This design comes from an exercise in tuning for small area on the open sky130 flow, not from production work.
Function was checked by simulation only, so behaviour that the tests miss may differ from the original.
Power figures rest on the tool's default switching activity, not on a simulated workload.

==> flow/design.v <==
module slip_deframer (
    input  wire        clk,
    input  wire        rst,
    input  wire        rx_valid,
    input  wire [7:0]  rx_data,
    output wire        frame_done,    
    output wire        short_pkt,     
    output wire        short_val,     
    output wire [2:0]  pcls,          
    output reg  [7:0]  p2_n,          
    output reg  [31:0] value_n,       
    output wire        bad_esc,       
    output wire        ovf            
);
    reg [7:0] len;
    reg       esc;
    reg [2:0] cls;                    
    wire idle  = (len == 8'd0);
    wire is_c0 = (rx_data == 8'hC0);
    wire is_db = (rx_data == 8'hDB);
    wire is_dx = (rx_data[7:1] == 7'b1101_110);    
    wire in_frame = rx_valid && !idle && !esc;
    wire in_esc   = rx_valid && !idle && esc;
    wire do_end   = in_frame && is_c0 && (len != 8'd1);
    wire do_bad   = in_esc && !is_dx;
    wire do_app   = (rx_valid && idle && is_c0) ||
                    (in_frame && !is_db && !(is_c0 && len == 8'd1)) ||
                    (in_esc && is_dx);
    wire full     = len[7];
    wire store    = do_app && !full;
    wire [7:0] app_byte = esc ? {2'b11, 1'b0, rx_data[0], rx_data[0], 1'b0,
                                 rx_data[0], rx_data[0]} : rx_data;
    always @(posedge clk) begin
        if (rst || do_end || do_bad)
            len <= 8'd0;
        else if (store)
            len <= len + 8'd1;
    end
    always @(posedge clk) begin
        if (rx_valid)
            esc <= !idle && !esc && is_db;
    end
    wire [7:0] b = rx_data;
    wire op_like = !esc && b[7:4] == 4'h0 && !b[0] &&
                   (b[3:1] == 3'b100 || b[3:1] == 3'b101 || b[3:1] == 3'b001 || b[3:1] == 3'b010);
    wire [2:0] bcls = op_like ? {1'b0, !b[3], b[2] | (b[3] & b[1])} : 3'b100;
    always @(posedge clk) begin
        if (store && len == 8'd1)
            cls <= (!esc && b == 8'h01) ? 3'b100 : 3'b110;
        else if (store && len == 8'd2 && cls[2:1] != 2'b11)
            cls <= bcls;
        if (store && len == 8'd3)
            p2_n <= ~app_byte;
        if (store && len < 8'd9)
            value_n <= {~app_byte, value_n[31:8]};
    end
    assign frame_done = do_end;
    assign short_pkt  = (len < 8'd4) || (cls[2:1] == 2'b11);
    assign short_val  = (len < 8'd9);
    assign pcls       = cls;
    assign bad_esc    = do_bad;
    assign ovf        = do_app && full;
endmodule
module rom_req_tx (
    input  wire        clk,
    input  wire        rst,
    input  wire        start,
    input  wire [1:0]  kind,          
    input  wire [31:0] arg0,
    input  wire [31:0] arg1,
    output wire        busy,
    output wire        tx_valid,
    output reg  [7:0]  tx_data,
    input  wire        tx_ready
);
    reg [5:0] pos;
    reg       esc2;
    assign busy     = pos[5] | pos[4] | pos[3] | pos[0];      
    assign tx_valid = busy;
    wire k_sync = (kind == 2'd0);
    wire k_fb   = (kind == 2'd2);
    wire hdr   = (pos[5:3] == 3'b001);                         
    wire w0    = pos[4] & ~pos[3] & ~pos[2];                   
    wire sel_a = w0 & (kind[1] ^ kind[0]);                     
    wire sel_n = k_fb & pos[4] & ~pos[3] & pos[2];             
    wire sel_b = k_fb & pos[4] & pos[3] & pos[2];              
    wire [3:0] bk = {pos[1:0] == 2'd3, pos[1:0] == 2'd2, pos[1:0] == 2'd1, pos[1:0] == 2'd0};
    wire [3:0] sa = {4{sel_a}} & bk;
    wire [3:0] sn = {4{sel_n}} & bk;
    wire [3:0] sb = {4{sel_b}} & bk;
    wire [7:0] ma = ({8{sa[0]}} & arg0[31:24]) | ({8{sa[1]}} & arg0[23:16]) |
                    ({8{sa[2]}} & arg0[15:8])  | ({8{sa[3]}} & arg0[7:0]);
    wire [7:0] mn = ({8{sn[1]}} & {2'b00, arg0[31:26]}) | ({8{sn[2]}} & arg0[25:18]) |
                    ({8{sn[3]}} & arg0[17:10]);
    wire [7:0] mb = ({8{sb[0]}} & arg1[31:24]) | ({8{sb[1]}} & arg1[23:16]) |
                    ({8{sb[2]}} & arg1[15:8])  | ({8{sb[3]}} & arg1[7:0]);
    wire c3  = (arg0[9:0] != 10'd0);
    wire c2  = c3 & (&arg0[17:10]);
    wire c1  = c2 & (&arg0[25:18]);
    wire cin = (sn[1] & c1) | (sn[2] & c2) | (sn[3] & c3);
    wire [7:0] nb  = (ma | mn) + {7'd0, cin};
    wire [7:0] dbyte = nb | mb;
    wire close = k_sync ? (pos[5] & pos[4] & pos[2]) :        
                 k_fb   ? pos[5] :                            
                          (pos[4] & pos[2]);                  
    wire open  = ~pos[5] & ~pos[4] & ~pos[3] & pos[0];         
    reg [7:0] cbyte;                                           
    always @(*) begin
        cbyte = 8'h00;
        if (open || close)                                     
            cbyte = 8'hC0;
        else if (hdr && pos[2:0] == 3'd1)
            cbyte = {4'h0, ~kind[1], kind[1] & kind[0], kind[1] ^ kind[0], 1'b0};
        else if (hdr && pos[2:0] == 3'd2)
            cbyte = k_sync ? 8'h24 : k_fb ? 8'h10 : 8'h04;
        else if (w0 && !pos[5] && k_sync)
            cbyte = (pos[1:0] == 2'd0 || pos[1:0] == 2'd1) ? 8'h07 :
                    (pos[1:0] == 2'd2) ? 8'h12 : 8'h20;
        else if (k_sync && !hdr)
            cbyte = 8'h55;
        else if (k_fb && pos[4:0] == 5'd26)
            cbyte = 8'h04;
    end
    wire [7:0] p       = dbyte | cbyte;
    wire       special = (dbyte == 8'hC0) || (dbyte == 8'hDB);
    always @(*) begin
        tx_data[7] = p[7];
        tx_data[6] = p[6];
        tx_data[5] = p[5];
        tx_data[4] = p[4] | special;
        tx_data[3] = p[3] | special;
        tx_data[2] = p[2] | esc2;
        tx_data[1] = (p[1] | special) & ~esc2;
        tx_data[0] = p[0] | (special & ~esc2);
    end
    always @(posedge clk) begin
        if (rst || (tx_ready && close))
            pos <= 6'd6;
        else if (start || (busy && tx_ready && (esc2 || !special)))
            pos <= pos + 6'd1;
    end
    always @(posedge clk) begin
        if (start)
            esc2 <= 1'b0;
        else if (busy && tx_ready)
            esc2 <= !esc2 && special;
    end
endmodule
module slip_rom_link (
    input  wire        clk,
    input  wire        rst,
    input  wire        req_valid,
    output wire        req_ready,
    input  wire [1:0]  req_kind,      
    input  wire [31:0] req_arg0,
    input  wire [31:0] req_arg1,
    input  wire        cancel,        
    output wire        tx_valid,
    output wire [7:0]  tx_data,
    input  wire        tx_ready,
    input  wire        rx_valid,
    input  wire [7:0]  rx_data,
    output reg         cpl_valid,
    output wire [4:0]  cpl_code,
    output wire [7:0]  cpl_op,
    output wire [7:0]  cpl_status,
    output wire [31:0] cpl_value,
    output reg  [3:0]  diag,
    input  wire        diag_clr
);
    reg        pend_await;
    reg [1:0]  kind;           
    reg [31:0] arg0, arg1;
    wire tx_busy;
    assign req_ready = !pend_await && !tx_busy;
    wire accept = req_valid && req_ready;
    always @(posedge clk) begin
        if (accept) begin
            kind <= req_kind;
            arg0 <= req_arg0;
            arg1 <= req_arg1;
        end
    end
    rom_req_tx u_tx (
        .clk      (clk),
        .rst      (rst),
        .start    (accept),
        .kind     (kind),
        .arg0     (arg0),
        .arg1     (arg1),
        .busy     (tx_busy),
        .tx_valid (tx_valid),
        .tx_data  (tx_data),
        .tx_ready (tx_ready)
    );
    assign cpl_op = {4'h0, ~kind[1], kind[1] & kind[0], kind[1] ^ kind[0], 1'b0};
    wire        frame_done, short_pkt, short_val, bad_esc, ovf;
    wire [2:0]  pcls;
    wire [7:0]  p2_n;
    wire [31:0] pvalue_n;
    slip_deframer u_rx (
        .clk        (clk),
        .rst        (rst),
        .rx_valid   (rx_valid),
        .rx_data    (rx_data),
        .frame_done (frame_done),
        .short_pkt  (short_pkt),
        .short_val  (short_val),
        .pcls       (pcls),
        .p2_n       (p2_n),
        .value_n    (pvalue_n),
        .bad_esc    (bad_esc),
        .ovf        (ovf)
    );
    wire match     = !pcls[2] && (pcls[1:0] == kind);
    wire is_read   = (kind == 2'd1);
    wire st_fail   = (p2_n != 8'hFF);
    wire good      = frame_done && !short_pkt && pend_await && match;
    wire set_proto = (frame_done && short_pkt) || (good && !st_fail && is_read && short_val);
    wire set_late  = frame_done && !short_pkt && !(pend_await && match);
    wire wire_fire = pend_await && (bad_esc || (frame_done && short_pkt) || good);
    wire c_fire    = wire_fire || (cancel && pend_await);
    wire ok        = good && !st_fail && !(is_read && short_val);
    reg cf, c1, c0;
    always @(posedge clk) begin
        cf <= !ok;
        c1 <= !wire_fire || bad_esc;
        c0 <= !wire_fire || (!bad_esc && set_proto);
    end
    assign cpl_code   = {cf, 2'b00, c1, c0};
    wire   st_hide    = ~(cf & ~c1 & ~c0);
    wire   val_hide   = ~(~cf & is_read);
    assign cpl_status = ~(p2_n | {8{st_hide}});
    assign cpl_value  = ~(pvalue_n | {32{val_hide}});
    always @(posedge clk) begin
        if (rst) begin
            pend_await <= 1'b0;
            cpl_valid  <= 1'b0;
            diag       <= 4'b0000;
        end else begin
            if (accept)
                pend_await <= 1'b1;
            else if (c_fire)
                pend_await <= 1'b0;
            cpl_valid <= c_fire;
            diag <= (diag & {4{~diag_clr}}) | {set_late, set_proto, bad_esc, ovf};
        end
    end
endmodule
==> flow/config.mk <==
export PLATFORM = sky130hd
export DESIGN_NAME = slip_rom_link
export DESIGN_NICKNAME = slip_rom_link
export VERILOG_FILES = /design/flow/design.v
export SDC_FILE = /design/flow/constraint.sdc
export NUM_CORES = 4
export LEC_CHECK = 0
export CAP_MARGIN = 20
export CORE_MARGIN = 2
export CORE_UTILIZATION = 40
export PLACE_DENSITY = 0.6
export SLEW_MARGIN = 20
==> flow/constraint.sdc <==
create_clock -name core_clock -period 10.0 [get_ports {clk}]
set_input_delay 2.0000 -clock core_clock [delete_from_list [all_inputs] [get_ports {clk}]]
set_output_delay 2.0000 -clock core_clock [all_outputs]
set_load 0.01 [all_outputs]
standard.sh (not shown) runs the stock make flow with config.mk's settings and CLKGATE_MAP_FILE= SYNTH_SCRIPT=/design/flow/synth_recipe.tcl, a recipe that flattens the netlist after the stock synthesis.
==> flow/flow/run.sh <==
#!/bin/bash
set -euo pipefail
here=$PWD
rm -rf "$here/scripts_area"
mkdir -p "$here/scripts_area"
cp -r "$FLOW_HOME"/scripts/. "$here/scripts_area/"
cp "$here/flow/abc.script" "$here/scripts_area/abc_speed.script"
cp "$here/flow/abc.script" "$here/scripts_area/abc_area.script"
bash standard.sh SCRIPTS_DIR="$here/scripts_area" ADDER_MAP_FILE= synth > synth.log 2>&1
bash standard.sh \
  BUFFER_PORTS_ARGS="-buffer_cell sky130_fd_sc_hd__buf_1" \
  CTS_ARGS="-sink_clustering_enable -repair_clock_nets -dont_use_dummy_load -buf_list sky130_fd_sc_hd__clkbuf_4 -sink_clustering_size 12 -sink_clustering_max_diameter 50" \
  finish > layout.log 2>&1
==> flow/flow/abc.script <==
strash
&get -n
&fraig -x
&put
dc2
strash
&get -n
&dch -f
&nf -R 1000
&put
Next try:
--- a/flow/design.v
+++ b/flow/design.v
@@ -48,13 +48,14 @@
         if (store && len == 8'd1)
             cls <= (!esc && b == 8'h01) ? 3'b100 : 3'b110;
         else if (store && len == 8'd2 && cls[2:1] != 2'b11)
             cls <= bcls;
         if (store && len == 8'd3)
             p2_n <= ~app_byte;
-        if (store && len < 8'd9)
+        if (store && len[7:4] == 4'd0 &&
+            (len[3] ? len[2:0] == 3'd0 : (len[2] && len[1:0] != 2'd0)))
             value_n <= {~app_byte, value_n[31:8]};
     end
     assign frame_done = do_end;
     assign short_pkt  = (len < 8'd4) || (cls[2:1] == 2'b11);
     assign short_val  = (len < 8'd9);
     assign pcls       = cls;
@@ -72,21 +73,22 @@
     output wire        tx_valid,
     output reg  [7:0]  tx_data,
     input  wire        tx_ready
 );
     reg [5:0] pos;
     reg       esc2;
-    assign busy     = pos[5] | pos[4] | pos[3] | pos[0];      
+    assign busy     = (pos != 6'd0);
     assign tx_valid = busy;
     wire k_sync = (kind == 2'd0);
     wire k_fb   = (kind == 2'd2);
-    wire hdr   = (pos[5:3] == 3'b001);                         
-    wire w0    = pos[4] & ~pos[3] & ~pos[2];                   
-    wire sel_a = w0 & (kind[1] ^ kind[0]);                     
-    wire sel_n = k_fb & pos[4] & ~pos[3] & pos[2];             
-    wire sel_b = k_fb & pos[4] & pos[3] & pos[2];              
+    wire hdr   = (pos[5:3] == 3'b001);
+    wire pay   = (pos[5:4] == 2'b01);
+    wire w0    = pay & (pos[3:2] == 2'd0);
+    wire sel_a = w0 & (kind[1] ^ kind[0]);                   
+    wire sel_n = pay & k_fb & (pos[3:2] == 2'd1);
+    wire sel_b = pay & k_fb & (pos[3:2] == 2'd3);
     wire [3:0] bk = {pos[1:0] == 2'd3, pos[1:0] == 2'd2, pos[1:0] == 2'd1, pos[1:0] == 2'd0};
     wire [3:0] sa = {4{sel_a}} & bk;
     wire [3:0] sn = {4{sel_n}} & bk;
     wire [3:0] sb = {4{sel_b}} & bk;
     wire [7:0] ma = ({8{sa[0]}} & arg0[31:24]) | ({8{sa[1]}} & arg0[23:16]) |
                     ({8{sa[2]}} & arg0[15:8])  | ({8{sa[3]}} & arg0[7:0]);
@@ -97,50 +99,57 @@
     wire c3  = (arg0[9:0] != 10'd0);
     wire c2  = c3 & (&arg0[17:10]);
     wire c1  = c2 & (&arg0[25:18]);
     wire cin = (sn[1] & c1) | (sn[2] & c2) | (sn[3] & c3);
     wire [7:0] nb  = (ma | mn) + {7'd0, cin};
     wire [7:0] dbyte = nb | mb;
-    wire close = k_sync ? (pos[5] & pos[4] & pos[2]) :        
-                 k_fb   ? pos[5] :                            
-                          (pos[4] & pos[2]);                  
-    wire open  = ~pos[5] & ~pos[4] & ~pos[3] & pos[0];         
     reg [7:0] cbyte;                                           
     always @(*) begin
         cbyte = 8'h00;
-        if (open || close)                                     
+        if (pos[5:1] == 5'd3)                                  
             cbyte = 8'hC0;
         else if (hdr && pos[2:0] == 3'd1)
             cbyte = {4'h0, ~kind[1], kind[1] & kind[0], kind[1] ^ kind[0], 1'b0};
         else if (hdr && pos[2:0] == 3'd2)
             cbyte = k_sync ? 8'h24 : k_fb ? 8'h10 : 8'h04;
-        else if (w0 && !pos[5] && k_sync)
+        else if (w0 && k_sync)
             cbyte = (pos[1:0] == 2'd0 || pos[1:0] == 2'd1) ? 8'h07 :
                     (pos[1:0] == 2'd2) ? 8'h12 : 8'h20;
-        else if (k_sync && !hdr)
+        else if (k_sync && !hdr && !w0)
             cbyte = 8'h55;
-        else if (k_fb && pos[4:0] == 5'd26)
+        else if (pay && k_fb && pos[3:0] == 4'd10)
             cbyte = 8'h04;
     end
     wire [7:0] p       = dbyte | cbyte;
     wire       special = (dbyte == 8'hC0) || (dbyte == 8'hDB);
+    wire last = k_sync ? (pos == 6'd51) : k_fb ? (pos == 6'd31) : (pos == 6'd19);
     always @(*) begin
         tx_data[7] = p[7];
         tx_data[6] = p[6];
         tx_data[5] = p[5];
         tx_data[4] = p[4] | special;
         tx_data[3] = p[3] | special;
         tx_data[2] = p[2] | esc2;
         tx_data[1] = (p[1] | special) & ~esc2;
         tx_data[0] = p[0] | (special & ~esc2);
     end
     always @(posedge clk) begin
-        if (rst || (tx_ready && close))
-            pos <= 6'd6;
-        else if (start || (busy && tx_ready && (esc2 || !special)))
-            pos <= pos + 6'd1;
+        if (rst) begin
+            pos <= 6'd0;
+        end else if (start) begin
+            pos <= 6'd7;
+        end else if (busy && tx_ready) begin
+            if (pos == 6'd6)
+                pos <= 6'd0;
+            else if (esc2 || !special) begin
+                if (last)
+                    pos <= 6'd6;
+                else
+                    pos <= pos + 6'd1;
+            end
+        end
     end
     always @(posedge clk) begin
         if (start)
             esc2 <= 1'b0;
         else if (busy && tx_ready)
             esc2 <= !esc2 && special;
- The new run finished clean
- final area is higher by 1.4%
- area after synthesis goes up by 1.6%
- power came out higher by 4.5%
- clock skew goes down by 0.0061 ns
- combinational power grows by 20%
- via count is higher by 5.2%
- synthesized cell count climbs by 4.5%
- global-route usage rises by 1.6 points
- final cell count goes up by 2.6%
- fmax decreases by 1.1%
- wire length rises by 7.6%
- sequential power climbs by about 3%
- sequential cell count stays the same

[port drivers added, routing unchanged]
The flow's constraints put no driver on any port. The routed layouts listed below were extracted and timed again, unchanged, in two steps. Step 1, drivers: a clkbuf_16 drives clk and a buf_2 each remaining input, both assumed. Step 2 times the ports against the registers' clock, not the clock port: input delays grow and output delays shrink by t, the midpoint of the rising clock arrivals with the driver on. a / b / c = no drivers / after step 1 / after step 2; a / b = the first two.
run | t (ns) | slack for setup (ns) | hold WS [ns] | slew at the worst register clock pin (ns) | pins driven straight from the clock port
the first run | 0.554 | 2.647 / 2.611 / 3.165 | 0.443 / 0.443 / 0.443 | 0.11 / 0.11 | 1
the second run | 0.556 | 2.565 / 2.529 / 3.085 | 0.453 / 0.453 / 0.453 | 0.12 / 0.12 | 1
After both steps every run listed still meets setup and hold.
